This design comes from an exercise in tuning for small area, a short achievable clock period and few clock cycles on the open sky130 flow, not from production work.
In this exercise RTL edits were held to simulation tests only and were not proved equivalent to the original.
Power is estimated from default activity; no workload was simulated.

run A:
// shamac80
module shamac80 (
    input  wire        clk,
    input  wire        rst,         
    input  wire        cmd_valid,
    input  wire [31:0] cmd,
    input  wire [23:0] rnd,
    output wire        cmd_ready,
    output reg         resp_valid,
    output reg  [7:0]  res,
    output reg  [7:0]  rdata
);
    localparam [7:0] E_CRC     = 8'h03;
    localparam [7:0] E_VERIFY  = 8'h0A;
    localparam [7:0] E_ILLEGAL = 8'hE0;
    localparam [7:0] E_ADDR    = 8'hE1;
    localparam [7:0] E_ACCESS  = 8'hE2;
    localparam [7:0] E_STATE   = 8'hE3;
    localparam [7:0] E_FAMILY  = 8'hE4;
    localparam [2:0] C_NONE = 3'd0, C_CRC = 3'd1, C_VERIFY = 3'd2, C_ILLEGAL = 3'd3,
                     C_ADDR = 3'd4, C_ACCESS = 3'd5, C_STATE = 3'd6, C_FAMILY = 3'd7;
    function [7:0] err_byte;
        input [2:0] c;
        begin
            case (c)
                C_NONE:    err_byte = 8'h00;
                C_CRC:     err_byte = E_CRC;
                C_VERIFY:  err_byte = E_VERIFY;
                C_ILLEGAL: err_byte = E_ILLEGAL;
                C_ADDR:    err_byte = E_ADDR;
                C_ACCESS:  err_byte = E_ACCESS;
                C_STATE:   err_byte = E_STATE;
                default:   err_byte = E_FAMILY;
            endcase
        end
    endfunction
    localparam [7:0] OP_NOP    = 8'h00;
    localparam [7:0] OP_LD     = 8'h01;
    localparam [7:0] OP_ST     = 8'h02;
    localparam [7:0] OP_CLRERR = 8'h03;
    localparam [7:0] OP_SRST   = 8'h04;
    localparam [7:0] OP_COMP   = 8'h10;
    localparam [7:0] OP_FOLD   = 8'h11;
    localparam [7:0] OP_NSEC   = 8'h12;
    localparam [7:0] OP_C8SEED = 8'h20;
    localparam [7:0] OP_C8B    = 8'h21;
    localparam [7:0] OP_C8CHK  = 8'h22;
    localparam [7:0] OP_C8ID   = 8'h23;
    localparam [7:0] OP_C16SEED= 8'h28;
    localparam [7:0] OP_C16B   = 8'h29;
    localparam [7:0] OP_C16CHK = 8'h2A;
    localparam [7:0] OP_ISSUE  = 8'h30;
    localparam [7:0] OP_VERIFY = 8'h31;
    localparam [7:0] OP_ACLR   = 8'h32;
    localparam [2:0] J_COMP   = 3'd0;
    localparam [2:0] J_FOLD   = 3'd1;
    localparam [2:0] J_NSEC   = 3'd2;
    localparam [2:0] J_BIND   = 3'd3;
    localparam [2:0] J_VERIFY = 3'd4;
    reg [511:0] m_q;          
    reg [255:0] page_q;
    reg [119:0] tail_q;
    reg [255:0] sec_q;        
  ...
Size: roughly 11000 cells after synthesis, roughly 2400 flip-flops, ~77 I/O pins, ~0.13 sq mm of cells after synthesis.
Settings: LEC_CHECK=0, CAP_MARGIN=20, CORE_MARGIN=2, CORE_UTILIZATION=50, CTS_BUF_LIST=sky130_fd_sc_hd__clkbuf_8, CTS_CLUSTER_DIAMETER=60, CTS_CLUSTER_SIZE=12, PLACE_DENSITY=0.65, SLEW_MARGIN=20; clock period 12.0 ns.
standard.sh (not shown) runs the stock make flow with config.mk's settings and CLKGATE_MAP_FILE= SYNTH_SCRIPT=/design/flow/synth_recipe.tcl, a recipe that flattens the netlist after the stock synthesis.
==> flow/flow/run.sh <==
#!/bin/bash
set -euo pipefail
KNOBS="SETUP_SLACK_MARGIN=6"
bash standard.sh $KNOBS synth > synth.log 2>&1
bash standard.sh $KNOBS > layout.log 2>&1
[run A] flow finished | final checks: failed | reasons: antenna violations
Testbench counts of run A, summed over its fixed seeds: cycles 10,519.
For run B, these inputs were changed with respect to run A:
==> flow/flow/run.sh <==
#!/bin/bash
set -euo pipefail
MARGIN=6
rm -rf synth_scripts
cp -r "$FLOW_HOME/scripts" synth_scripts
cp flow/abc_speed.script synth_scripts/abc_speed.script
bash standard.sh SCRIPTS_DIR="$PWD/synth_scripts" ADDER_MAP_FILE= SETUP_SLACK_MARGIN=$MARGIN synth > synth.log 2>&1
bash standard.sh SETUP_SLACK_MARGIN=$MARGIN > layout.log 2>&1
==> flow/flow/abc_speed.script (new file) <==
strash
dch
map -D 2500
topo
buffer -c
upsize -c
dnsize -c
### Flow results
Run B: full flow OK, the timing, design-rule and antenna checks passed
Synthesized cell count of run B exceeds that of run A by more than a quarter.
Run B ends up with lower largest net degree at the start of global routing than run A does.
Comparing run A with run B, the starting density of the core came out essentially unchanged.
Going from run A to run B, register share of total power increased by 0.4 points relative to the old numbers, slew at the pin closest to its max-slew limit decreased by 0.012 ns relative to the old numbers.
Combinational group share of total power: run B vs run A down 1.2 points
> inputs changed (run B -> run C)
- PLACE_DENSITY now 0.55, was 0.65
- CORE_UTILIZATION now 40, was 50
- CAP_MARGIN now 30, was 20
- SLEW_MARGIN now 30, was 20
--- a/flow/flow/run.sh
+++ b/flow/flow/run.sh
@@ -2,3 +2,3 @@
 set -euo pipefail
-MARGIN=6
+MARGIN=7
 rm -rf synth_scripts
[summary]
- The flow did not stop early for run C: all stages ran, and the layout cleared the timing, design-rule and antenna checks.
- From run B to run C the numbers moved as follows: post-route core utilization now sits lower; number of global-route vias before repair saw an increase; total global routing track utilization lower; wire length of the first global-routing pass rose by 94000 um.
- When run C is set beside run B, its area added between synthesis and finish turns out to be 5.3 points larger.
- Diff run B -> run C: flip-flop and latch power has remained practically unchanged, peak ir drop on the vdd network has decreased, routed wire length has increased.
- Comparing run B with run C, the number of top-level design ports came out essentially unchanged.
- Count of non-CTS buffers in the layout sits higher in run C than in run B.
- Looking at run C and run B, the via count is a wash.
Changes in run D relative to run C:
--- a/flow/flow/run.sh
+++ b/flow/flow/run.sh
@@ -2,3 +2,3 @@
 set -euo pipefail
-MARGIN=7
+MARGIN=7.5
 rm -rf synth_scripts
==> flow/flow/abc_speed.script <==
&get -n
&st
&dch
&nf -D 2000
&st
&syn2
&if -g -K 6
&synch2
&nf -D 2000
&put
buffer -c
topo
stime -c
upsize -c
dnsize -c
Findings:
- Summary of the comparison: routed via count divided by cell count is higher in run D, relative to run C.
- A most frequent standard cell in the layout excluding fill and tap cells of nand2_1 is what run C shows, while edfxtp_1 belongs to run D.
- Status: CTS clock-pin slew for the worst setup and hold paths parity (run D, run C)
- Comparing run C and run D, met1 track demand over resource is lower on run D.
- In the reports for run C and run D, the larger final critical-path share of the clock period belongs to run D.
- Run D completed end to end with timing, DRC and antenna clean.
For run E, these inputs were changed with respect to run D:
- changing CAP_MARGIN from 30 to 20
- changing PLACE_DENSITY from 0.55 to 0.65
- changing CORE_UTILIZATION from 40 to 50
- changing SLEW_MARGIN from 30 to 20
==> flow/flow/run.sh <==
#!/bin/bash
set -euo pipefail
KNOBS="ADDER_MAP_FILE= SETUP_SLACK_MARGIN=6"
bash standard.sh $KNOBS synth > synth.log 2>&1
bash standard.sh $KNOBS > layout.log 2>&1
removed: flow/flow/abc_speed.script
Findings:
On cell count along the critical path: run E sits below run D.
Comparing run D and run E, the higher routed length on met3 is on run E.
Tightest hold margin: run D and run E compared, lower one is run D
Run D vs run E, capturing element of the worst setup path: a_q[29]$_SDFFE_PP0P_ vs a_q[31]$_SDFFE_PP0P_
Of run E and run D, it is run E that has the higher final critical path time including I/O delays and setup.
Core occupancy in the finished layout (higher): run E
Sort run D and run E by cell row count asc -> top: run E
Summary of run E over run D: clock buffer count in the final layout lost 29, power consumption now sits lower.
Compare run D and run E | synthesis-to-layout area growth lower: run E
Per the comparison of run E with run D, synthesized cell count grew by 132; worst setup slack now sits lower.

-- port drivers added, routing unchanged --
In the flow no input, the clock included, has a driving cell. The finished layouts below were timed again as built, in two steps.
Step 1: set_driving_cell puts a clkbuf_16 on clk and a buf_2 on each other input, an assumption about the parent block.
Step 2 moves the port delays by t, midway between the first and last clock arrival at a register: inputs arrive t later, outputs are due t later. That takes back most of the time a late clock gives input paths.
Three values: no drivers, after step 1, after step 2; two values: the first two.
run | t, ns | setup WS [ns] | worst setup path after step 2 | worst slew at a driven data input, ns
run A | 1.227 | 5.677 / 5.677 / 4.822 | input to register | 0.17
run B | 1.224 | 5.676 / 5.710 / 4.486 | input to register | 0.10
run C | 1.256 | 6.842 / 6.842 / 5.699 | input to register | 0.09
run D | 1.246 | 6.750 / 6.750 / 5.587 | input to register | 0.30
run E | 1.188 | 5.977 / 5.977 / 5.002 | input to register | 0.07
For run B, which loses most, drivers alone change the setup slack by +0.034 ns; drivers and shift together by -1.190 ns.
